From an optimization exercise on the open Yosys and OpenROAD flow, aimed at small area; shortcuts taken in it are not production practice.
Function was checked by simulation only, so behaviour that the tests miss may differ from the original.
Power figures rest on the tool's default switching activity, not on a simulated workload.

$ cat flow/config.mk
export PLATFORM = sky130hd
export DESIGN_NAME = nrg_top
export DESIGN_NICKNAME = nrg_top
export VERILOG_FILES = /design/flow/design.v
export SDC_FILE = /design/flow/constraint.sdc
export NUM_CORES = 4
export LEC_CHECK = 0
export CAP_MARGIN = 20
export CORE_MARGIN = 2
export CORE_UTILIZATION = 45
export SLEW_MARGIN = 20
export SYNTH_HIERARCHICAL = 1
$ cat flow/constraint.sdc
create_clock -name core_clock -period 10.0 [get_ports {clk}]
set_input_delay 2.0000 -clock core_clock [delete_from_list [all_inputs] [get_ports {clk}]]
set_output_delay 2.0000 -clock core_clock [all_outputs]
set_load 0.01 [all_outputs]
$ cat flow/design.v
module nrg_tag_lookup (
    input  wire [63:0] tag,       
    input  wire [7:0]  taglen,
    output wire        hit,
    output reg  [2:0]  area,
    output reg  [2:0]  kind       
);
    wire [7:0] c0 = tag[7:0],   c1 = tag[15:8],  c2 = tag[23:16], c3 = tag[31:24];
    wire [7:0] c4 = tag[39:32], c5 = tag[47:40], c6 = tag[55:48];
    wire l2 = (taglen == 8'd2);
    wire l5 = (taglen == 8'd5);
    wire l6 = (taglen == 8'd6);
    wire l7 = (taglen == 8'd7);
    wire s_v = (c0 == "V"), s_m = (c0 == "M"), s_i = (c0 == "I"), s_q = (c0 == "Q");
    wire s_b = (c1 == "B"), s_w = (c1 == "W"), s_d = (c1 == "D"), s_f = (c1 == "F");
    wire s7_hit = l2 && (((s_v || s_m) && (s_b || s_w || s_d || s_f)) || ((s_i || s_q) && s_b));
    wire d01 = (c0[7:1] == 7'h18);                    
    wire d34 = (c0 == "3") || (c0 == "4");
    wire x1 = (c1 == "x");
    wire sfx_bit   = (c2 == "b") && (c3 == "i") && (c4 == "t");
    wire sfx_int   = (c2 == "i") && (c3 == "n") && (c4 == "t");
    wire sfx_byte  = (c2 == "b") && (c3 == "y") && (c4 == "t") && (c5 == "e");
    wire sfx_uint  = (c2 == "u") && (c3 == "i") && (c4 == "n") && (c5 == "t");
    wire sfx_dint  = (c2 == "D") && (c3 == "i") && (c4 == "n") && (c5 == "t");
    wire sfx_float = (c2 == "f") && (c3 == "l") && (c4 == "o") && (c5 == "a") && (c6 == "t");
    wire mb_hit = x1 && ((l5 && ((sfx_bit && (d01 || d34)) || (sfx_int && d34))) ||
                         (l6 && d34 && (sfx_byte || sfx_uint || sfx_dint)) ||
                         (l7 && d34 && sfx_float));
    assign hit = s7_hit || mb_hit;
    always @* begin
        if (!taglen[2]) begin
            area = {1'b1, !c0[2], c0[0] && (c0[2] || !c0[3])};
            kind = !c1[2] ? 3'd1 : c1[0] ? 3'd3 : c1[1] ? 3'd5 : 3'd6;
        end else begin
            area = {1'b0, c0[1] || c0[2], (c0[0] && !c0[1]) || c0[2]};
            if (!taglen[1])     kind = {1'b0, c2[0], 1'b0};           
            else if (taglen[0]) kind = 3'd5;                           
            else                kind = !c2[5] ? 3'd4 : {1'b0, c2[4], 1'b1};   
        end
    end
endmodule
module nrg_order_lookup (
    input  wire [31:0] ord,       
    input  wire [7:0]  ordlen,
    output wire        t2,        
    output wire        t4,        
    output wire        t_ab,      
    output wire [1:0]  k4,        
    output wire [1:0]  kc         
);
    wire ab   = (ord[15:0] == {8'h42, 8'h41});
    wire ba   = (ord[15:0] == {8'h41, 8'h42});
    wire abcd = ab && (ord[31:16] == {8'h44, 8'h43});
    wire cdab = (ord == {8'h42, 8'h41, 8'h44, 8'h43});
    wire badc = ba && (ord[31:16] == {8'h43, 8'h44});
    wire dcba = (ord == {8'h41, 8'h42, 8'h43, 8'h44});
    assign t2   = (ordlen == 8'd2) && (ab || ba);
    assign t4   = (ordlen == 8'd4) && (abcd || cdab || badc || dcba);
    assign t_ab = ord[0];
    assign k4   = ordlen[2] ? ord[1:0] - 2'd1 : 2'd0;
    assign kc   = 2'd0 - ord[1:0];
endmodule
module nrg_codec (
    input  wire [31:0] src,
    input  wire [1:0]  k,
    input  wire        keep_hi,    
    input  wire        sext,       
    input  wire        keep_b1,    
    input  wire        one_bit,    
    input  wire [3:0]  bitsel,
    output wire [31:0] out
);
    wire [7:0] s0 = src[7:0], s1 = src[15:8], s2 = src[23:16], s3 = src[31:24];
    reg  [7:0] p0, p1, p2, p3;
    always @* begin
        case (k)
            2'd0: begin p0 = s0; p1 = s1; p2 = s2; p3 = s3; end
            2'd1: begin p0 = s1; p1 = s0; p2 = s3; p3 = s2; end
            2'd2: begin p0 = s2; p1 = s3; p2 = s0; p3 = s1; end
            default: begin p0 = s3; p1 = s2; p2 = s1; p3 = s0; end
        endcase
    end
    wire [15:0] lo  = {p1, p0};
    wire        bit_v = lo[bitsel];
    assign out[31:16] = keep_hi ? {p3, p2} : (sext ? {16{p1[7]}} : 16'd0);
    assign out[15:8]  = keep_b1 ? p1 : 8'd0;
    assign out[7:1]   = one_bit ? 7'd0 : p0[7:1];
    assign out[0]     = one_bit ? bit_v : p0[0];
endmodule
module nrg_top (
    input  wire        clk,
    input  wire        rst,           
    input  wire        host_we,
    input  wire [6:0]  host_addr,
    input  wire [31:0] host_wdata,
    output reg  [31:0] host_rdata,
    output wire        req_valid,
    output wire [1:0]  req_kind,      
    output wire [2:0]  req_area,
    output wire [15:0] req_unit,
    output wire [15:0] req_start,
    output wire [1:0]  req_wc,
    output wire [31:0] req_data,
    input  wire        ans_valid,
    input  wire        ans_err,
    input  wire [7:0]  ans_len,
    input  wire [31:0] ans_data
);
    localparam [3:0] E_NONE = 4'd0, E_TAG = 4'd1, E_ORDER = 4'd2, E_BITSEL = 4'd3,
                     E_ADDR = 4'd4, E_LEN = 4'd5, E_NOSEL = 4'd6, E_NOCW = 4'd7,
                     E_VALUE = 4'd8, E_XPORT = 4'd9, E_ILLEGAL = 4'd10, E_BITVAL = 4'd11;
    localparam [1:0] S_ACQ = 2'd0, S_READ = 2'd1, S_WRITE = 2'd2;
    reg [31:0] buf_q;      reg [7:0] buflen_q;
    reg [31:0] ord_q;      reg [7:0] ordlen_q;
    reg [63:0] tag_q;      reg [7:0] taglen_q;
    reg [7:0]  bitsel_q;
    reg [15:0] word_q;
    reg [15:0] curword_q;
    reg [31:0] value_q;
    reg [2:0]  area_q;
    reg [15:0] start_q;
    reg [7:0]  slave_q;
    reg [15:0] dbnum_q;
    reg [31:0] cmd_q;
    reg        rv_q;
    reg [3:0]  st_q;
    wire       busy_q = st_q[3] && st_q[2] && !(st_q[1] && st_q[0]);
    wire       done_q = (st_q != 4'd0) && !busy_q;
    wire [3:0] errc_q = st_q;
    wire [1:0] seq_q  = st_q[1:0];
    reg [31:0] r_q;         
    reg [2:0]  rk_q, ra_q;  
    wire [3:0] cop   = cmd_q[3:0];
    wire       ok    = (st_q == 4'd15);
    wire       fail  = done_q && !ok;
    wire       r_buf = ok && (cop == 4'd1 || cop == 4'd2 || cop == 4'd7);
    wire       r_val = ok && (cop == 4'd3 || cop == 4'd4 || cop == 4'd6 || cop == 4'd8 || cop == 4'd9);
    wire       r_sv  = ok && (cop >= 4'd5);
    wire [1:0] r_words = r_sv ? (rk_q[2] ? 2'd2 : 2'd1) : 2'd0;
    wire [2:0] r_kind  = (ok && cop == 4'd4) ? 3'd3 : (r_sv ? rk_q : 3'd0);
    wire [2:0] r_area  = r_sv ? ra_q : 3'd0;
    wire [7:0] r_blen  = !ok ? 8'd0 : (cop == 4'd1) ? 8'd2 : (cop == 4'd2) ? 8'd4 :
                         (cop == 4'd7) ? {5'd0, r_words, 1'b0} : 8'd0;
    wire [2:0] phase = busy_q ? 3'd3 : !done_q ? 3'd0 : fail ? 3'd6 : 3'd5;
    wire [3:0] e = errc_q;
    wire [3:0] err = (e == E_BITVAL) ? 4'd3 : (e > E_ILLEGAL) ? 4'd0 : e;
    wire [3:0] errf = (e == E_TAG)     ? 4'd1 :
                      (e == E_ORDER)   ? 4'd2 :
                      (e == E_BITSEL || e == E_NOSEL) ? 4'd3 :
                      (e == E_LEN)     ? 4'd4 :
                      (e == E_VALUE || e == E_BITVAL) ? 4'd5 :
                      (e == E_NOCW)    ? 4'd6 :
                      (e == E_ADDR)    ? 4'd7 :
                      (e == E_XPORT)   ? 4'd8 :
                      (e == E_ILLEGAL) ? 4'd9 : 4'd0;
    wire [31:0] status = {4'd0, errf, 4'd0, err, 5'd0, phase, 3'd0,
                          r_sv, r_val, fail, done_q, busy_q};
    always @* begin
        case (host_addr)
            7'h00: host_rdata = cmd_q;
            7'h01: host_rdata = status;
            7'h10: host_rdata = {24'd0, buf_q[7:0]};
            7'h11: host_rdata = {24'd0, buf_q[15:8]};
            7'h12: host_rdata = {24'd0, buf_q[23:16]};
            7'h13: host_rdata = {24'd0, buf_q[31:24]};
            7'h14: host_rdata = {24'd0, buflen_q};
            7'h18: host_rdata = {24'd0, ord_q[7:0]};
            7'h19: host_rdata = {24'd0, ord_q[15:8]};
            7'h1A: host_rdata = {24'd0, ord_q[23:16]};
            7'h1B: host_rdata = {24'd0, ord_q[31:24]};
            7'h1C: host_rdata = {24'd0, ordlen_q};
            7'h20: host_rdata = {24'd0, tag_q[7:0]};
            7'h21: host_rdata = {24'd0, tag_q[15:8]};
            7'h22: host_rdata = {24'd0, tag_q[23:16]};
            7'h23: host_rdata = {24'd0, tag_q[31:24]};
            7'h24: host_rdata = {24'd0, tag_q[39:32]};
            7'h25: host_rdata = {24'd0, tag_q[47:40]};
            7'h26: host_rdata = {24'd0, tag_q[55:48]};
            7'h27: host_rdata = {24'd0, tag_q[63:56]};
            7'h28: host_rdata = {24'd0, taglen_q};
            7'h30: host_rdata = {24'd0, bitsel_q};
            7'h31: host_rdata = {16'd0, word_q};
            7'h32: host_rdata = {16'd0, curword_q};
            7'h33: host_rdata = value_q;
            7'h38: host_rdata = {29'd0, area_q};
            7'h39: host_rdata = {16'd0, start_q};
            7'h3A: host_rdata = {24'd0, slave_q};
            7'h3B: host_rdata = {16'd0, dbnum_q};
            7'h40: host_rdata = {24'd0, r_buf ? r_q[7:0]   : 8'd0};
            7'h41: host_rdata = {24'd0, r_buf ? r_q[15:8]  : 8'd0};
            7'h42: host_rdata = {24'd0, r_buf ? r_q[23:16] : 8'd0};
            7'h43: host_rdata = {24'd0, r_buf ? r_q[31:24] : 8'd0};
            7'h44: host_rdata = {24'd0, r_blen};
            7'h48: host_rdata = r_val ? r_q : 32'd0;
            7'h49: host_rdata = {29'd0, r_kind};
            7'h4A: host_rdata = {29'd0, r_area};
            7'h4B: host_rdata = {30'd0, r_words};
            default: host_rdata = 32'd0;
        endcase
    end
    wire       t_hit;
    wire [2:0] t_area, t_kind;
    wire       t2, t4, t_ab;
    wire [1:0] k4, kc;
    nrg_tag_lookup u_tag (.tag(tag_q), .taglen(taglen_q),
                          .hit(t_hit), .area(t_area), .kind(t_kind));
    nrg_order_lookup u_ord (.ord(ord_q), .ordlen(ordlen_q),
                            .t2(t2), .t4(t4), .t_ab(t_ab), .k4(k4), .kc(kc));
    wire two     = t_kind[2];
    wire [1:0] t_words = two ? 2'd2 : 2'd1;
    wire bytek   = (t_kind == 3'd1);
    wire bitk    = (t_kind == 3'd0);
    wire coil    = bitk && !t_area[1];
    wire reg_bit = bitk && t_area[1];
    wire bs_hi   = (bitsel_q[7:4] != 4'd0);
    reg legal;
    always @* begin
        case (t_kind)
            3'd0:    legal = (value_q[31:1] == 31'd0);
            3'd1:    legal = (value_q[31:8] == 24'd0);
            3'd3:    legal = (value_q[31:16] == 16'd0);
            3'd2:    legal = (value_q[31:15] == 17'd0) || (value_q[31:15] == 17'h1FFFF);
            default: legal = 1'b1;
        endcase
    end
    wire       issue  = host_we && (host_addr == 7'h00) && !busy_q;
    wire       answer = busy_q && ans_valid;
    wire [3:0] opi    = host_wdata[3:0];       
    wire       op9    = cmd_q[0];              
    wire       selp   = busy_q ? cmd_q[8] : host_wdata[8];
    wire m_p2   = !busy_q && opi == 4'd1;
    wire m_p4   = !busy_q && opi == 4'd2;
    wire m_xbit = !busy_q && opi == 4'd3;
    wire m_sbit = !busy_q && opi == 4'd4;
    wire m_dec  = busy_q ? seq_q[0] : (opi == 4'd6);
    wire m_enc  = busy_q ? seq_q[1] : (opi == 4'd7);
    wire m_id   = busy_q && (seq_q == S_ACQ);         
    wire rmw_rd = busy_q && seq_q[0] && op9;          
    wire m_cod  = m_dec || m_enc;
    wire dec_bit = m_dec && reg_bit && !(busy_q && op9);
    wire        sb_en = busy_q ? (seq_q[1] && reg_bit) : (opi == 4'd4 || (opi == 4'd7 && reg_bit));
    reg  [15:0] lo16;
    always @* begin
        if (busy_q)
            lo16 = seq_q[0] ? ans_data[15:0] : (seq_q[1] && reg_bit) ? r_q[31:16] : value_q[15:0];
        else case (opi)
            4'd3, 4'd4: lo16 = word_q;
            4'd7:       lo16 = reg_bit ? curword_q : value_q[15:0];
            default:    lo16 = buf_q[15:0];
        endcase
    end
    wire [15:0] hi16  = busy_q ? (seq_q[0] ? ans_data[31:16] : value_q[31:16]) :
                        (opi == 4'd7) ? value_q[31:16] : buf_q[31:16];
    wire [15:0] bmask = sb_en ? (16'd1 << bitsel_q[3:0]) : 16'd0;
    wire [15:0] y16   = (lo16 & ~bmask) | (bmask & {16{value_q[0]}});
    wire [31:0] src   = {hi16, y16};
    wire [1:0] kk = m_p2 ? {1'b0, t_ab} :
                    m_p4 ? k4 :
                    rmw_rd ? {1'b1, !t_ab} :
                    m_cod ? (two ? kc : (bytek || coil) ? 2'd0 : {1'b0, !t_ab}) : 2'd0;
    wire keep_hi = m_p4 || (m_cod && two) || m_id || rmw_rd;
    wire sext    = m_dec && (t_kind == 3'd2);
    wire keep_b1 = m_p2 || m_p4 || m_sbit || m_id || (m_cod && !(bytek || coil) && !dec_bit);
    wire one_bit = m_xbit || dec_bit;
    wire [31:0] dp;
    nrg_codec u_codec (.src(src), .k(kk), .keep_hi(keep_hi), .sext(sext), .keep_b1(keep_b1),
                       .one_bit(one_bit), .bitsel(bitsel_q[3:0]), .out(dp));
    wire [3:0] pre = !t_hit ? E_TAG :
                     !(two ? t4 : t2) ? E_ORDER :
                     (reg_bit && selp && bs_hi) ? E_BITSEL : E_NONE;
    wire       len_bad = busy_q ? (ans_len != {5'd0, t_words, 1'b0}) : (buflen_q != {5'd0, t_words, 1'b0});
    wire [7:0] opv = host_wdata[7:0];
    wire       illegal = (host_wdata[31:10] != 22'd0) || opv == 8'd0 || opv > 8'd9;
    wire       area_ok = (area_q == t_area) && !(opi == 4'd9 && area_q[2:1] == 2'b00);
    reg       fin, go, send;
    reg [3:0] code;
    reg [1:0] seq_n;
    always @* begin
        fin = 1'b0; go = 1'b0; send = 1'b0; code = E_NONE; seq_n = S_ACQ;
        if (issue) begin
            fin = 1'b1;
            if (illegal) code = E_ILLEGAL;
            else case (opi)
            4'd1: code = !t2 ? E_ORDER : (buflen_q != 8'd2) ? E_LEN : E_NONE;
            4'd2: code = !(t2 || t4) ? E_ORDER : (buflen_q != 8'd4) ? E_LEN : E_NONE;
            4'd3: code = bs_hi ? E_BITSEL : E_NONE;
            4'd4: code = bs_hi ? E_BITSEL : (value_q[31:1] != 31'd0) ? E_BITVAL : E_NONE;
            4'd5: code = t_hit ? E_NONE : E_TAG;
            4'd6: code = (pre != E_NONE) ? pre : len_bad ? E_LEN :
                         (reg_bit && !selp) ? E_NOSEL : E_NONE;
            4'd7: code = (pre != E_NONE) ? pre : (reg_bit && !selp) ? E_NOSEL :
                         !legal ? E_VALUE : (reg_bit && !host_wdata[9]) ? E_NOCW : E_NONE;
            default: begin
                code = (pre != E_NONE) ? pre : !area_ok ? E_ADDR :
                       (opi == 4'd9 && !reg_bit && !legal) ? E_VALUE : E_NONE;
                if (code == E_NONE) begin
                    fin = 1'b0; go = 1'b1; send = 1'b1; seq_n = S_ACQ;
                end
            end
            endcase
        end else if (answer) begin
            case (seq_q)
            S_ACQ: begin
                if (ans_err) begin
                    fin = 1'b1; code = E_XPORT;
                end else begin
                    send = 1'b1; seq_n = (op9 && !reg_bit) ? S_WRITE : S_READ;
                end
            end
            S_READ: begin
                if (!op9) begin
                    fin = 1'b1;
                    code = ans_err ? E_XPORT : len_bad ? E_LEN : (reg_bit && !selp) ? E_NOSEL : E_NONE;
                end else begin
                    code = ans_err ? E_XPORT : (ans_len != 8'd2) ? E_LEN : !selp ? E_NOSEL :
                           (value_q[31:1] != 31'd0) ? E_VALUE : E_NONE;
                    if (code == E_NONE) begin
                        send = 1'b1; seq_n = S_WRITE;
                    end else
                        fin = 1'b1;
                end
            end
            default: begin
                fin = 1'b1; code = ans_err ? E_XPORT : E_NONE;
            end
            endcase
        end
    end
    wire        op_we = rst || (host_we && !busy_q);
    wire [31:0] wd    = rst ? 32'd0 : host_wdata;
    wire        any   = rst;
    always @(posedge clk) begin
        if (op_we && (any || host_addr == 7'h10)) buf_q[7:0]   <= wd[7:0];
        if (op_we && (any || host_addr == 7'h11)) buf_q[15:8]  <= wd[7:0];
        if (op_we && (any || host_addr == 7'h12)) buf_q[23:16] <= wd[7:0];
        if (op_we && (any || host_addr == 7'h13)) buf_q[31:24] <= wd[7:0];
        if (op_we && (any || host_addr == 7'h14)) buflen_q     <= wd[7:0];
        if (op_we && (any || host_addr == 7'h18)) ord_q[7:0]   <= wd[7:0];
        if (op_we && (any || host_addr == 7'h19)) ord_q[15:8]  <= wd[7:0];
        if (op_we && (any || host_addr == 7'h1A)) ord_q[23:16] <= wd[7:0];
        if (op_we && (any || host_addr == 7'h1B)) ord_q[31:24] <= wd[7:0];
        if (op_we && (any || host_addr == 7'h1C)) ordlen_q     <= wd[7:0];
        if (op_we && (any || host_addr == 7'h20)) tag_q[7:0]   <= wd[7:0];
        if (op_we && (any || host_addr == 7'h21)) tag_q[15:8]  <= wd[7:0];
        if (op_we && (any || host_addr == 7'h22)) tag_q[23:16] <= wd[7:0];
        if (op_we && (any || host_addr == 7'h23)) tag_q[31:24] <= wd[7:0];
        if (op_we && (any || host_addr == 7'h24)) tag_q[39:32] <= wd[7:0];
        if (op_we && (any || host_addr == 7'h25)) tag_q[47:40] <= wd[7:0];
        if (op_we && (any || host_addr == 7'h26)) tag_q[55:48] <= wd[7:0];
        if (op_we && (any || host_addr == 7'h27)) tag_q[63:56] <= wd[7:0];
        if (op_we && (any || host_addr == 7'h28)) taglen_q     <= wd[7:0];
        if (op_we && (any || host_addr == 7'h30)) bitsel_q     <= wd[7:0];
        if (op_we && (any || host_addr == 7'h31)) word_q       <= wd[15:0];
        if (op_we && (any || host_addr == 7'h32)) curword_q    <= wd[15:0];
        if (op_we && (any || host_addr == 7'h33)) value_q      <= wd;
        if (op_we && (any || host_addr == 7'h38)) area_q       <= wd[2:0];
        if (op_we && (any || host_addr == 7'h39)) start_q      <= wd[15:0];
        if (op_we && (any || host_addr == 7'h3A)) slave_q      <= wd[7:0];
        if (op_we && (any || host_addr == 7'h3B)) dbnum_q      <= wd[15:0];
        if (rst || issue) cmd_q <= wd;
    end
    always @(posedge clk) begin
        if (rst) begin
            st_q <= 4'd0;
            rv_q <= busy_q && (seq_q != S_ACQ);
        end else begin
            if (fin || send)
                st_q <= !fin ? {2'b11, seq_n} : (code == E_NONE) ? 4'd15 : code;
            rv_q <= send || (fin && busy_q && (seq_q != S_ACQ));
        end
    end
    always @(posedge clk) begin
        if (issue) begin
            rk_q <= t_kind;
            ra_q <= t_area;
        end
        if (issue || (answer && !(seq_q[1] && !reg_bit)))
            r_q[31:16] <= dp[31:16];
        if (issue || (answer && !(op9 && seq_q != S_ACQ)))
            r_q[15:0] <= dp[15:0];
    end
    assign req_valid = rv_q;
    assign req_kind  = busy_q ? seq_q : 2'd3;
    assign req_area  = area_q;
    assign req_unit  = area_q[2] ? dbnum_q : {8'd0, slave_q};
    assign req_start = start_q;
    assign req_wc    = t_words;
    assign req_data  = dp;
endmodule
$ cat flow/flow/run.sh
#!/bin/bash
# Own layout flow: the standard ORFS flow (standard.sh, unchanged
# synthesis), with two changes to how the layout is made:
#  - the port buffers are the smallest buffer cell instead of a delay cell,
#  - the clock tree is built from clkbuf_8 cells in clusters of at most 14
#    sinks within 60 um, without dummy loads.
# make's full output goes to make.log; ORFS keeps each step's log in orfs/logs.
set -euo pipefail
cd "$(dirname "$0")/.."
export BUFFER_PORTS_ARGS="-buffer_cell sky130_fd_sc_hd__buf_1"
export CTS_ARGS="-sink_clustering_enable -repair_clock_nets -dont_use_dummy_load -buf_list sky130_fd_sc_hd__clkbuf_8 -sink_clustering_size 14 -sink_clustering_max_diameter 60"
bash standard.sh > make.log 2>&1
$ cat flow/standard.sh
#!/bin/bash
# synth_recipe.tcl (not shown) runs the flow's synth.tcl, then flattens the netlist and writes it again
# the make line also repeats each setting of config.mk as NAME=value (left out here)
make -C /OpenROAD-flow-scripts/flow DESIGN_CONFIG=/design/flow/config.mk WORK_HOME=/design/flow/orfs CLKGATE_MAP_FILE= SYNTH_SCRIPT=/design/flow/synth_recipe.tcl "${@:-finish}"
==> flow_metrics.py, run 1 <==
metrics = {
    "outcome": {
        "status": "no timing/DRC/antenna violations",
    },
    "routing": {
        "wl_per_cell_um": 36.6,
        "dr.pass1.iters": 9,
        "drcViolationCount": 0,
        "drt-total-wl_mm": 85.9,
        "vias_per_cell": 7.12,
        "final_antenna_net_count": 0,
        "drt_iter0_markers": 3166,
        "vias": 16723,
    },
    "clocking": {
        "clkSlewWorstSetupHoldPaths_ps": 90,
        "insertion_delay_ps": 640,
        "hold_buffers": 0,
        "cts_max_level": 2,
        "max-clock-path-buffers": 3,
        "cts_setup_buffers": 0,
        "cts_buffers": 37,
        "cts_root_buffer": "clkbuf_8",
        "cts_tree": "built",
        "ctsResizeCount": 0,
        "clock-sinks": 342,
    },
    "layout": {
        "areaGrowthSynthToFinish_pct": 9.83,
        "final_nets": 1906,
        "layout-drive-gt1-share": 0.102,
        "multi_input_area_um2": 7860,
        "layout.cells.non_filler": 2349,
        "fin_area_um2": 20400,
        "fillers": 3767,
        "seq_area_um2": 10200,
    },
    "sta": {
        "hold_violations": 0,
        "fmax_ghz": 0.125,
        "rsz0062_at_grt": "false",
        "slew_viol_final": 0,
        "fin_crit_ps": 8000,
        "skew_ps": 91.6,
        "period_share": 0.800,
        "worst_pin_slew_ps": 1140,
        "finalSetupTns_ps": 0,
        "slew_headroom": 0.243,
        "setup_viol": 0,
    },
    "pwr": {
        "p_per_area_nw_per_um2": 151,
        "irDropWorstVdd_uv": 114,
        "power.total_w": 0.00307,
        "power.leakage_nw": 6.66,
    },
    "critical_path": {
        "cpMaxStageDelayCell": "o221ai_4",
        "critical_path.max_stage_delay_ps": 820,
        "crit_type": "in -> out",
        "cp_top_family": "compound AO/OA/AOI/OAI gates",
        "path_max_fanout": 23,
        "cp_cell_sequence": "buf_1 -> nor4b_1 -> a22oi_1 -> o221ai_4 -> buf_4 -> mux4_2 -> nor2b_1 -> o21ai_0 -> o2111ai_2 -> o221ai_2 -> buf_1",
        "cp.required_ps": 8000,
        "cp-start-kind": "input pin",
        "reg2reg_slack_ps": 4490,
        "cp-end-kind": "output port",
        "worstSetupStartpoint": "host_wdata[0]",
        "r2r-start": "tag_q[21]$_DFFE_PP_",
        "crit_buf_inv": 3,
        "cp_common_cell": "buf_1",
        "worstPathArrival_ps": 6000,
    },
    "floorplanning": {
        "rows": 74,
        "fp.dieW_um": 207,
        "pin_count": 188,
        "die_y_um": 207,
        "coreArea_um2": 40700,
        "die_area_um2": 42900,
        "start_util": 0.456,
    },
    "placement": {
        "dpl_cell_area_um2": 19900,
        "finalWeightedCongestion": 1.09,
        "place_hpwl_mm": 64.7,
        "numPortBuffers": 187,
        "dp.cells": 2311,
    },
    "global_route": {
        "grt_pass1_vias": 15400,
        "overflow": 0,
        "antenna_found_initial": 4,
        "track_usage": 0.390,
        "grt_max_degree": 66,
        "grt_pass1_wl_mm": 119,
    },
    "logic_synthesis": {
        "post-synth-top-count-cell": "edfxtp_1",
        "async_flop_share": 0,
        "synth-seq-cells": 342,
        "netlist-cell-type-count": 101,
        "synthFlopType": "edfxtp_1",
        "synth_fp_nets": 1742,
        "synth_area_per_cell_um2": 11.2,
        "yosysWarnings": 9,
        "synthTopCellsByArea": "edfxtp_1 (55%), nand2_1 (4.0%), a22oi_1 (2.9%)",
        "syn-cell-area_um2": 18600,
        "synth_edf_count": 337,
        "synth_commonest_cells": "edfxtp_1 (337), nand2_1 (199), nor2_1 (128), a22oi_1 (71), clkbuf_1 (70)",
        "synth_top_area_cell": "edfxtp_1",
        "yosysTopAreaCellShare": 0.545,
        "seq_area_frac_synth": 0.550,
        "synth_cells": 1654,
    },
    "worst_hold_path": {
        "hold_path.class": "reg -> reg",
        "min_from": "tag_q[0]$_DFFE_PP_",
    },
    "run": {
        "max-cap-violations": 0,
    },
}
## where the power goes
group | switching [W] | leakage [nW] | internal (W)
Combinational | 0.000287 | 3.13 | 0.000139
Clock | 0.000487 | 0.266 | 0.000329
Sequential | 0.000133 | 3.27 | 0.00170
Total | 0.000907 | 6.66 | 0.00216
## metrics by stage
stage | hold WS, ps | util | worst slack (ps)
after floorplan | 619 | - | 2970
after global placement | 811 | 0.488 | 2100
after detailed placement | 823 | 0.488 | 2050
after CTS | 844 | 0.500 | 2050
after global routing | 866 | 0.500 | 1700
final | 855 | 0.500 | 2000
## final timing paths
kind                                           to  cells past startpoint
worst min-delay path            ra_q[0]$_DFFE_PP_                      2
worst min register to register  ra_q[0]$_DFFE_PP_                      2
worst max-delay path                  req_data[0]                     11
worst max register to register   r_q[0]$_DFFE_PP_                     16
## worst register-to-register path, stage by stage (launching register included)
cell and delay, ps:
edfxtp_1 590, nor2b_1 250, and3_1 200, o21ai_1 100, o21ai_1 290, nor4b_2 860
o21ai_0 200, a22oi_1 340, nor2b_1 290, nor2b_1 440, nand3_1 140, mux2_2 370
mux4_2 460, mux2i_1 150, mux2i_1 90, o211ai_1 230, o221ai_2 140
## Yosys stat by module (local to each module, per instance)
module            times used  cell area [um2]  flip-flops and latches
nrg_codec                  1             1350                       0
nrg_order_lookup           1              312                       0
nrg_tag_lookup             1              638                       0
nrg_top                    1            16300                     342
## cell usage in the layout, fill, tap and decap left out, types with 8 or more instances in the layout
| master | netlist | layout |
|---|---|---|
| nand2b_1 | 14 | 14 |
| nand3_1 | 44 | 43 |
| a221oi_1 | 55 | 55 |
| edfxtp_1 | 337 | 337 |
| o22ai_1 | 22 | 21 |
| nor2_1 | 128 | 125 |
| buf_1 | 7 | 186 |
| o211ai_1 | 8 | 8 |
| nor4_1 | 26 | 26 |
| a21oi_1 | 68 | 67 |
| nor3_1 | 31 | 30 |
| nand2_1 | 199 | 199 |
| buf_4 | 4 | 40 |
| inv_1 | 35 | 34 |
| a211oi_1 | 22 | 22 |
| o21ai_0 | 55 | 54 |
| clkbuf_8 | 0 | 37 |
| mux4_2 | 13 | 13 |
| nand3b_1 | 8 | 8 |
| nor2b_1 | 56 | 49 |
| and2_1 | 17 | 17 |
| a22o_1 | 29 | 29 |
| a22oi_1 | 71 | 71 |
| o211a_1 | 9 | 9 |
| nand4_1 | 45 | 45 |
| mux2_2 | 38 | 38 |
| mux2i_1 | 28 | 28 |
| a222oi_1 | 26 | 26 |
## flip-flops by register name, indices dropped and copies added, names as in the netlist, 16 cells and up
signal / cells
word_q: 16
cmd_q: 32
start_q: 16
value_q: 32
r_q: 32
buf_q: 32
ord_q: 32
tag_q: 64
curword_q: 16
dbnum_q: 16
## per-layer routing
metal,GRT usage,share of wire
met3,0.0960,0.14
met1,0.564,0.40
met2,0.564,0.42
met4,0.152,0.045
met5,0,0.00014
## kinds of logic (layout without fill, tap and decap cells)
kind of cell	count (synthesis)	count (layout)	synth area share
DFF	342	342	0.550
muxes	80	80	0.0547
other	0	1	0
and+or+nand+nor	635	635	0.177
xor gates and xnor gates	5	5	0.00236
buffers and inverters	137	299	0.0323
AOI/OAI and AO/OA	450	450	0.180
adders and majority gates	5	5	0.00324
## area by class of cell
| class | instances | area share |
|---|---|---|
| diodes | 1 | 0.000123 |
| clock buffers | 37 | 0.0250 |
| inverters | 35 | 0.00644 |
| multi-input cells | 1175 | 0.385 |
| flip-flops and latches | 342 | 0.501 |
| well taps | 532 | 0.0326 |
| repair buffers | 227 | 0.0492 |
==> inputs of run 2 (changes only) <==
--- a/flow/config.mk
+++ b/flow/config.mk
@@ -7,6 +7,6 @@
 export LEC_CHECK = 0
 export CAP_MARGIN = 20
 export CORE_MARGIN = 2
-export CORE_UTILIZATION = 45
+export CORE_UTILIZATION = 60
 export SLEW_MARGIN = 20
 export SYNTH_HIERARCHICAL = 1
==> flow_metrics.py, run 2 <==
metrics = {
    "outcome": {
        "status": "no timing/DRC/antenna violations",
    },
    "logic_synthesis": {
        "synth_edf_count": 337,
        "synth-seq-cells": 342,
        "yosysTopAreaCellShare": 0.545,
        "synth_top_area_cell": "edfxtp_1",
        "synth_cells": 1654,
        "yosysWarnings": 9,
        "post-synth-top-count-cell": "edfxtp_1",
        "netlist-cell-type-count": 101,
        "syn-cell-area_um2": 18600,
        "synthFlopType": "edfxtp_1",
        "synth_area_per_cell_um2": 11.2,
        "synthTopCellsByArea": "edfxtp_1 (55%), nand2_1 (4.0%), a22oi_1 (2.9%)",
        "seq_area_frac_synth": 0.550,
        "synth_fp_nets": 1742,
        "synth_commonest_cells": "edfxtp_1 (337), nand2_1 (199), nor2_1 (128), a22oi_1 (71), clkbuf_1 (70)",
        "async_flop_share": 0,
    },
    "sta": {
        "worst_pin_slew_ps": 1200,
        "fmax_ghz": 0.122,
        "setup_viol": 0,
        "rsz0062_at_grt": "false",
        "slew_viol_final": 0,
        "worst_slack_ps": 1790,
        "hold_violations": 0,
        "fin_crit_ps": 8210,
        "slew_headroom": 0.199,
        "finalSetupTns_ps": 0,
        "skew_ps": 48.0,
        "period_share": 0.821,
    },
    "layout": {
        "top_register": "tag_q",
        "layout-drive-gt1-share": 0.0989,
        "final_common_cell": "edfxtp_1",
        "largest_reg_flops": 64,
        "fin_area_um2": 20100,
        "areaGrowthSynthToFinish_pct": 8.49,
        "final_nets": 1900,
        "layout.cells.non_filler": 2209,
        "final_util": 0.660,
        "final_cell_mix": "edfxtp_1 (337), nand2_1 (199), buf_1 (186)",
    },
    "global_route": {
        "grt_pass1_wl_mm": 111,
        "overflow": 0,
        "grt_pass1_vias": 15880,
        "grt_max_degree": 66,
        "antenna_found_initial": 6,
        "track_usage": 0.472,
    },
    "floorplanning": {
        "rows": 64,
        "die_area_um2": 32400,
        "pin_count": 188,
        "coreArea_um2": 30500,
        "fp.dieW_um": 180,
        "die_y_um": 180,
        "start_util": 0.609,
    },
    "pwr": {
        "irDropWorstVdd_uv": 159,
        "power.leakage_nw": 6.61,
        "p_per_area_nw_per_um2": 148,
    },
    "critical_path": {
        "r2r-start": "taglen_q[2]$_DFFE_PP_",
        "cp-start-kind": "flip-flop",
        "worstSetupStartpoint": "taglen_q[2]$_DFFE_PP_",
        "crit_type": "reg -> out",
        "cp.required_ps": 8000,
        "worstPathArrival_ps": 6210,
        "cp-end-kind": "output port",
        "path_max_fanout": 33,
    },
    "clocking": {
        "cts_root_buffer": "clkbuf_8",
        "cts_setup_buffers": 0,
        "cts_buffers": 31,
        "cts_tree": "built",
        "clock-sinks": 342,
        "cts_max_level": 1,
        "ctsResizeCount": 0,
        "insertion_delay_ps": 660,
        "hold_buffers": 0,
        "max-clock-path-buffers": 3,
        "clkSlewWorstSetupHoldPaths_ps": 90,
    },
    "routing": {
        "dr.pass1.iters": 10,
        "drt_iter0_markers": 3534,
        "vias": 17388,
        "wl_per_cell_um": 35.7,
        "vias_per_cell": 7.87,
        "final_antenna_net_count": 0,
        "drt-total-wl_mm": 78.8,
        "drcViolationCount": 0,
    },
    "placement": {
        "place_hpwl_mm": 58.5,
        "dpl_cell_area_um2": 19700,
        "numPortBuffers": 187,
        "dp.cells": 2174,
        "finalWeightedCongestion": 1.07,
        "pre_cts_ws_ps": 2140,
    },
    "run": {
        "max-cap-violations": 0,
    },
    "worst_hold_path": {
        "min_from": "st_q[2]$_SDFFE_PP0P_",
        "hold_path.class": "reg -> reg",
    },
}
==> run 2: cell types whose count changed in the layout (fill, tap and decap cells not counted), sizes merged <==
cell / change
clkbuf: -6
clkinv: -1
inv: +1
diode: +2
==> run 2: layer usage <==
metal  part of all wire  vias to the layer above  GRT usage
li1                   -                     6864          -
met1               0.36                     8268      0.652
met2               0.40                     1876      0.665
met3               0.18                      376      0.184
met4              0.059                        4      0.201
met5            0.00024                        -          0
==> run 2: modules after synthesis (local to each module, per instance) <==
module / flops+latches / times used
nrg_codec: 0 / 1
nrg_order_lookup: 0 / 1
nrg_tag_lookup: 0 / 1
nrg_top: 342 / 1
==> run 2: final cells by class <==
cell class | instances | area, um2
multi-input cells | 1175 | 7840
inverters | 35 | 131
diodes | 3 | 7.51
flip-flops and latches | 342 | 10200
repair buffers | 227 | 1020
well taps | 396 | 495
clock buffers | 31 | 427
fillers | 2329 | 10400
==> run 2: stage by stage <==
stage | hold slack [ps] | power [W]
after floorplan | 619 | 0.00203
after global placement | 783 | 0.00223
after detailed placement | 797 | 0.00224
after CTS | 809 | 0.00293
after global routing | 837 | 0.00303
final | 827 | 0.00297
==> run 2: worst max-delay path, stage by stage (launching register included) <==
cell      delay [ps]
edfxtp_1         830
mux2i_1          690
nor4b_2          320
buf_4            420
nand2_1          510
mux2i_1          230
o21ai_0          360
o21ai_0          230
o21ai_0          600
mux2i_1          140
mux4_2           490
mux2i_1          140
o211ai_1         110
o221ai_2         250
buf_1            180
==> run 2: path summary, 6_finish.rpt <==
| kind | endpoint | slack (ps) | depth (start not counted) |
|---|---|---|---|
| min | st_q[2]$_SDFFE_PP0P_ | 830 | 3 |
| min reg2reg | st_q[2]$_SDFFE_PP0P_ | 830 | 3 |
| max | req_data[0] | 1790 | 14 |
| max reg2reg | r_q[0]$_DFFE_PP_ | 4430 | 13 |
==> run 2: cells by family (layout without fill, tap and decap cells) <==
group / Yosys count / count (layout) / synth area share
AND/OR/NAND/NOR: 635 / 635 / 0.177
XOR/XNOR: 5 / 5 / 0.00236
other: 0 / 3 / 0
flip-flops: 342 / 342 / 0.550
buffers and inverters: 137 / 293 / 0.0323
AO/OA/AOI/OAI: 450 / 450 / 0.180
multiplexers: 80 / 80 / 0.0547
adder cells (fa/ha/maj): 5 / 5 / 0.00324
==> run 2: report_power, final <==
part / total, W / internal [W] / switching [W]
Clock: 0.000726 / 0.000273 / 0.000453
Combinational: 0.000422 / 0.000140 / 0.000282
Sequential: 0.00183 / 0.00169 / 0.000131
==> inputs of run 3 (changes only) <==
==> flow/flow/run.sh (replaced) <==
#!/bin/bash
# Own layout flow: the standard ORFS flow (standard.sh, unchanged
# synthesis), with two changes to how the layout is made:
#  - the port buffers are the smallest buffer cell instead of a delay cell,
#  - the clock tree is built from clkbuf_4 cells (clkbuf_8 at the root) in
#    clusters of at most 8 sinks within 50 um, without dummy loads.
# make's full output goes to make.log; ORFS keeps each step's log in orfs/logs.
set -euo pipefail
cd "$(dirname "$0")/.."
export BUFFER_PORTS_ARGS="-buffer_cell sky130_fd_sc_hd__buf_1"
export CTS_ARGS="-sink_clustering_enable -repair_clock_nets -dont_use_dummy_load -buf_list sky130_fd_sc_hd__clkbuf_4 -root_buf sky130_fd_sc_hd__clkbuf_8 -sink_clustering_size 8 -sink_clustering_max_diameter 50"
bash standard.sh > make.log 2>&1
==> flow/config.mk (replaced) <==
export PLATFORM = sky130hd
export DESIGN_NAME = nrg_top
export DESIGN_NICKNAME = nrg_top
export VERILOG_FILES = /design/flow/design.v
export SDC_FILE = /design/flow/constraint.sdc
export NUM_CORES = 4
export LEC_CHECK = 0
export CAP_MARGIN = 10
export CORE_MARGIN = 2
export CORE_UTILIZATION = 45
export SLEW_MARGIN = 10
export SYNTH_HIERARCHICAL = 1
==> flow_metrics.py, run 3 <==
metrics = {
    "floorplanning": {
        "rows": 74,
        "die_area_um2": 42900,
        "die_y_um": 207,
        "start_util": 0.456,
        "pin_count": 188,
        "coreArea_um2": 40700,
        "fp.dieW_um": 207,
    },
    "logic_synthesis": {
        "synthFlopType": "edfxtp_1",
        "synth_cells": 1654,
        "synth_edf_count": 337,
        "post-synth-top-count-cell": "edfxtp_1",
        "seq_area_frac_synth": 0.550,
        "synth_top_area_cell": "edfxtp_1",
        "yosysWarnings": 9,
        "synth_area_per_cell_um2": 11.2,
        "synth_fp_nets": 1742,
        "netlist-cell-type-count": 101,
        "async_flop_share": 0,
        "synthTopCellsByArea": "edfxtp_1 (55%), nand2_1 (4.0%), a22oi_1 (2.9%)",
        "synth_commonest_cells": "edfxtp_1 (337), nand2_1 (199), nor2_1 (128), a22oi_1 (71), clkbuf_1 (70)",
        "yosysTopAreaCellShare": 0.545,
        "syn-cell-area_um2": 18600,
        "synth-seq-cells": 342,
    },
    "critical_path": {
        "reg2reg_depth": 16,
        "cpMaxStageDelayCell": "nor4b_1",
        "worstPathArrival_ps": 6040,
        "crit_buf_inv": 3,
        "cp_top_family": "compound AO/OA/AOI/OAI gates",
        "crit_type": "in -> out",
        "r2r-start": "tag_q[21]$_DFFE_PP_",
        "reg2reg_slack_ps": 4440,
        "path_max_fanout": 23,
        "cp_cell_sequence": "buf_1 -> nor4b_1 -> a22oi_1 -> o221ai_4 -> buf_4 -> mux4_2 -> nor2b_1 -> o21ai_0 -> o2111ai_2 -> o221ai_2 -> buf_1",
        "cp.required_ps": 8000,
        "cp-start-kind": "input pin",
        "cp-end-kind": "output port",
        "cp_common_cell": "buf_1",
        "worstReg2RegEnd": "r_q[0]$_DFFE_PP_",
        "critical_path.max_stage_delay_ps": 820,
    },
    "clocking": {
        "cts_setup_buffers": 0,
        "cts_root_buffer": "clkbuf_8",
        "cts_max_level": 2,
        "max-clock-path-buffers": 3,
        "clock-sinks": 342,
        "cts_tree": "built",
        "clkSlewWorstSetupHoldPaths_ps": 90,
        "cts_buffers": 51,
        "ctsResizeCount": 0,
        "hold_buffers": 0,
        "insertion_delay_ps": 640,
    },
    "sta": {
        "fmax_ghz": 0.124,
        "fin_crit_ps": 8040,
        "skew_ps": 76.0,
        "slew_headroom": 0.207,
        "setup_viol": 0,
        "finalSetupTns_ps": 0,
        "worst_pin_slew_ps": 1180,
        "rsz0062_at_grt": "false",
        "hold_violations": 0,
        "period_share": 0.804,
        "slew_viol_final": 0,
    },
    "layout": {
        "fillers": 3759,
        "areaGrowthSynthToFinish_pct": 9.33,
        "top_register": "tag_q",
        "layout-drive-gt1-share": 0.109,
        "multi_input_area_um2": 7860,
        "largest_reg_flops": 64,
        "final_cell_mix": "edfxtp_1 (337), nand2_1 (199), buf_1 (186)",
        "final_nets": 1921,
        "seq_area_um2": 10200,
        "final_common_cell": "edfxtp_1",
        "layout.cells.non_filler": 2364,
    },
    "outcome": {
        "status": "no timing/DRC/antenna violations",
    },
    "run": {
        "max-cap-violations": 0,
    },
    "global_route": {
        "grt_pass1_wl_mm": 119,
        "grt_pass1_vias": 15497,
        "grt_max_degree": 66,
        "antenna_found_initial": 4,
        "track_usage": 0.389,
        "overflow": 0,
    },
    "routing": {
        "final_antenna_net_count": 0,
        "dr.max_layer_used": "met5",
        "met3WireLength_mm": 11.7,
        "wl_met2_mm": 35.8,
        "drt_iter0_markers": 3281,
        "wl_per_cell_um": 36.3,
        "drcViolationCount": 0,
        "drt-total-wl_mm": 85.7,
        "wl_met1_mm": 34.2,
        "vias_per_cell": 7.10,
        "dr.pass1.iters": 8,
        "vias": 16780,
    },
    "placement": {
        "place_hpwl_mm": 64.6,
        "finalWeightedCongestion": 1.09,
        "dp.cells": 2311,
        "numPortBuffers": 187,
    },
    "worst_hold_path": {
        "hold_path.class": "reg -> reg",
        "min_from": "tag_q[0]$_DFFE_PP_",
        "whs_path_depth": 2,
        "min_to": "ra_q[0]$_DFFE_PP_",
    },
    "pwr": {
        "power.total_w": 0.00299,
        "power.leakage_nw": 6.65,
        "irDropWorstVdd_uv": 107,
        "p_per_area_nw_per_um2": 147,
    },
}
==> run 3: worst max-delay path by stage <==
stage / from / endpoint / slack, ps / cells past startpoint
finish: host_wdata[0] / req_data[0] / 1960 / 11
global route: tag_q[21]$_DFFE_PP_ / req_data[0] / 1710 / 17
CTS: host_wdata[0] / req_data[0] / 2050 / 11
detailed placement: host_wdata[0] / req_data[0] / 2060 / 11
global placement: host_wdata[0] / req_data[0] / 2100 / 11
floorplan: host_wdata[2] / req_data[0] / 2970 / 15
==> run 3: modules after synthesis (local to each module, per instance) <==
| module | flops+latches | area [um2] | copies in the design | cells inside |
|---|---|---|---|---|
| nrg_codec | 0 | 1350 | 1 | 164 |
| nrg_order_lookup | 0 | 312 | 1 | 42 |
| nrg_tag_lookup | 0 | 638 | 1 | 96 |
| nrg_top | 342 | 16300 | 1 | 1352 |
==> run 3: per-stage QoR <==
step	utilization	hold WS [ps]	cell area [um2]	setup WS [ps]
2_1_floorplan	-	619	18600	2970
3_3_place_gp	0.488	811	19900	2100
3_5_place_dp	0.488	820	19900	2060
4_1_cts	0.498	840	20300	2050
5_1_grt	0.498	891	20300	1710
6_report	0.498	868	20300	1960
==> run 3: metal layers <==
metal	vias to the layer above	track usage
met5	-	0
met4	2	0.154
met3	228	0.101
met2	1327	0.560
met1	8304	0.560
li1	6919	-
==> run 3: worst min-delay path: stages, from the launching register on <==
cell      delay (ps)
edfxtp_1         500
o21ai_1          100
nand2_1          140
==> run 3: layout make-up <==
class | instances | share of cell area
antenna | 1 | 0.000123
clock buffer | 51 | 0.0204
inverter | 35 | 0.00647
multi-input combinational | 1175 | 0.387
sequential | 342 | 0.503
tap | 532 | 0.0328
timing repair buffer | 228 | 0.0497
==> run 3: cells by family after synthesis <==
logic type,count (synthesis),share of synthesized area
simple gates,635,0.177
fa+ha+maj,5,0.00324
xor+xnor,5,0.00236
mux,80,0.0547
flops,342,0.550
buf+inv,137,0.0323
compound gates,450,0.180
==> run 3: power by group <==
group          switching [W]  internal (W)  leakage (nW)
logic               0.000285      0.000139          3.13
clock network       0.000480      0.000258         0.248
registers           0.000132       0.00169          3.27
total               0.000898       0.00209          6.65
==> inputs of run 4 (changes only) <==
--- a/flow/config.mk
+++ b/flow/config.mk
@@ -7,6 +7,6 @@
 export LEC_CHECK = 0
 export CAP_MARGIN = 10
 export CORE_MARGIN = 2
-export CORE_UTILIZATION = 45
+export CORE_UTILIZATION = 60
 export SLEW_MARGIN = 10
 export SYNTH_HIERARCHICAL = 1
==> flow_metrics.py, run 4 <==
metrics = {
    "critical_path": {
        "cp-end-kind": "output port",
        "cp_top_family": "compound AO/OA/AOI/OAI gates",
        "crit_buf_inv": 2,
        "reg2reg_slack_ps": 4400,
        "cp.required_ps": 8000,
        "crit_type": "reg -> out",
        "cpMaxStageDelayCell": "o21ai_0",
        "worstPathArrival_ps": 6200,
        "critical_path.max_stage_delay_ps": 640,
        "path_max_fanout": 33,
        "cp_cell_sequence": "nor2b_1 -> and3_1 -> o21ai_1 -> o21ai_1 -> nor4b_2 -> buf_4 -> nand2_1 -> mux2i_1 -> o21ai_0 -> o21ai_0 -> o21ai_0 -> mux2i_1 -> mux4_2 -> mux2i_1 -> o211ai_1 -> o221ai_2 -> buf_1",
        "cp-start-kind": "flip-flop",
    },
    "sta": {
        "worst_pin_slew_ps": 1200,
        "fmax_ghz": 0.122,
        "slew_viol_final": 0,
        "skew_ps": 93.7,
        "period_share": 0.820,
        "hold_violations": 0,
        "setup_viol": 0,
        "fin_crit_ps": 8200,
        "finalSetupTns_ps": 0,
        "rsz0062_at_grt": "false",
        "slew_headroom": 0.196,
    },
    "layout": {
        "final_cell_mix": "edfxtp_1 (337), nand2_1 (199), buf_1 (186)",
        "top_register": "tag_q",
        "largest_reg_flops": 64,
        "fillers": 2351,
        "final_common_cell": "edfxtp_1",
        "layout-drive-gt1-share": 0.108,
        "final_nets": 1919,
        "areaGrowthSynthToFinish_pct": 8.24,
    },
    "floorplanning": {
        "pin_count": 188,
        "die_y_um": 180,
        "rows": 64,
        "coreArea_um2": 30500,
        "die_area_um2": 32400,
        "fp.dieW_um": 180,
        "start_util": 0.609,
    },
    "logic_synthesis": {
        "yosysTopAreaCellShare": 0.545,
        "synth_area_per_cell_um2": 11.2,
        "synth_fp_nets": 1742,
        "synth_top_area_cell": "edfxtp_1",
        "synth-seq-cells": 342,
        "yosysWarnings": 9,
        "synthFlopType": "edfxtp_1",
        "post-synth-top-count-cell": "edfxtp_1",
        "synthTopCellsByArea": "edfxtp_1 (55%), nand2_1 (4.0%), a22oi_1 (2.9%)",
        "synth_commonest_cells": "edfxtp_1 (337), nand2_1 (199), nor2_1 (128), a22oi_1 (71), clkbuf_1 (70)",
        "syn-cell-area_um2": 18600,
        "synth_cells": 1654,
        "netlist-cell-type-count": 101,
        "async_flop_share": 0,
        "synth_edf_count": 337,
        "seq_area_frac_synth": 0.550,
    },
    "clocking": {
        "cts_max_level": 2,
        "clkSlewWorstSetupHoldPaths_ps": 90,
        "cts_buffers": 51,
        "cts_root_buffer": "clkbuf_8",
        "hold_buffers": 0,
        "max-clock-path-buffers": 3,
        "clock-sinks": 342,
        "cts_tree": "built",
        "cts_setup_buffers": 0,
        "insertion_delay_ps": 650,
        "ctsResizeCount": 0,
    },
    "worst_hold_path": {
        "hold_path.class": "reg -> reg",
    },
    "routing": {
        "drt-total-wl_mm": 78.9,
        "vias": 17275,
        "dr.pass1.iters": 8,
        "drcViolationCount": 0,
        "wl_per_cell_um": 35.4,
        "vias_per_cell": 7.76,
        "final_antenna_net_count": 0,
        "drt_iter0_markers": 3589,
    },
    "placement": {
        "finalWeightedCongestion": 1.07,
        "numPortBuffers": 187,
        "place_hpwl_mm": 58.5,
    },
    "global_route": {
        "overflow": 0,
        "grt_pass1_wl_mm": 112,
        "grt_max_degree": 66,
        "antenna_found_initial": 6,
        "track_usage": 0.478,
        "grt_pass1_vias": 16038,
    },
    "pwr": {
        "power.total_w": 0.00298,
        "irDropWorstVdd_uv": 139,
        "p_per_area_nw_per_um2": 148,
        "power.leakage_nw": 6.63,
    },
    "run": {
        "max-cap-violations": 0,
    },
    "outcome": {
        "status": "no timing/DRC/antenna violations",
    },
}
==> run 4: layer usage <==
metal / share of wire / GRT usage
met1: 0.35 / 0.654
met2: 0.41 / 0.670
met3: 0.19 / 0.201
met4: 0.057 / 0.209
met5: 0.00025 / 0
==> run 4: final timing paths <==
kind	from	to	cells past startpoint
worst max-delay path	tag_q[21]$_DFFE_PP_	req_data[0]	17
worst min-delay path	st_q[2]$_SDFFE_PP0P_	st_q[2]$_SDFFE_PP0P_	3
worst max register to register	tag_q[21]$_DFFE_PP_	r_q[0]$_DFFE_PP_	16
worst min register to register	st_q[2]$_SDFFE_PP0P_	st_q[2]$_SDFFE_PP0P_	3
==> run 4: area by class of cell <==
type | instances | area, um2 | area share
Antenna cell | 1 | 2.50 | 0.000125
Clock buffer | 51 | 414 | 0.0206
Inverter | 35 | 131 | 0.00654
Multi-Input combinational cell | 1175 | 7840 | 0.390
Sequential cell | 342 | 10200 | 0.509
Tap cell | 396 | 495 | 0.0247
Timing Repair Buffer | 226 | 996 | 0.0496
==> run 4: modules after synthesis (local to each module, per instance) <==
module	flops+latches	times used	area, um2	cells inside
nrg_top	342	1	16300	1352
nrg_codec	0	1	1350	164
nrg_tag_lookup	0	1	638	96
nrg_order_lookup	0	1	312	42
==> run 4: cells by family after synthesis <==
logic type | share of synthesized area
DFF | 0.550
AOI/OAI and AO/OA | 0.180
muxes | 0.0547
and+or+nand+nor | 0.177
xor gates and xnor gates | 0.00236
buffers and inverters | 0.0323
adders and majority gates | 0.00324
==> run 4: worst register-to-register path, cell delays in order, from the launching register on <==
cell	delay, ps
edfxtp_1	590
nor2b_1	250
and3_1	200
o21ai_1	100
o21ai_1	300
nor4b_2	380
buf_4	410
nand2_1	530
mux2i_1	240
o21ai_0	370
o21ai_0	220
o21ai_0	640
mux2i_1	140
mux4_2	490
mux2i_1	140
o211ai_1	110
o221ai_2	260
==> run 4: where the power goes <==
part           switching (W)  leakage, nW  total [W]  internal (W)
Combinational       0.000280         3.11   0.000419      0.000139
Sequential          0.000131         3.27    0.00183       0.00169
Clock               0.000474        0.248   0.000732      0.000258
Total               0.000885         6.63    0.00298       0.00209
==> run 4: metrics by stage <==
stage                util  instance area [um2]  hold slack [ps]  setup WS [ps]  std cells
CTS                 0.659                20100              808           2110       2225
global route        0.659                20100              836           1770       2225
finish              0.659                20100              833           1800       2226
global placement    0.645                19700              783           2230       2174
detailed placement  0.645                19700              797           2140       2174
floorplan               -                18600              619           2970       1654

-- port drivers added, routing unchanged --
The results above use ideal ports. As a check the final layouts listed here were re-extracted and re-timed, cells and wires unchanged.
Step 1: set_driving_cell puts a clkbuf_16 on clk and a buf_2 on each other input, an assumption about the parent block.
Step 2 moves the port delays by t, midway between the first and last clock arrival at a register: inputs arrive t later, outputs are due t later. That takes back most of the time a late clock gives input paths.
a / b / c = ideal / step 1 / step 2; a / b = the first two.
| run | t (ns) | setup WS [ns] | cell pins on the clock port's net |
|---|---|---|---|
| run 1 | 0.653 | 2.004 / 1.973 / 1.973 | 1 |
| run 2 | 0.687 | 1.788 / 1.738 / 1.948 | 1 |
| run 3 | 0.660 | 1.964 / 1.916 / 1.942 | 1 |
| run 4 | 0.653 | 1.803 / 1.753 / 1.909 | 1 |
After both steps every run listed still meets setup and hold. For run 1, which loses most, drivers alone change the setup slack by -0.031 ns; drivers and shift together by -0.031 ns.
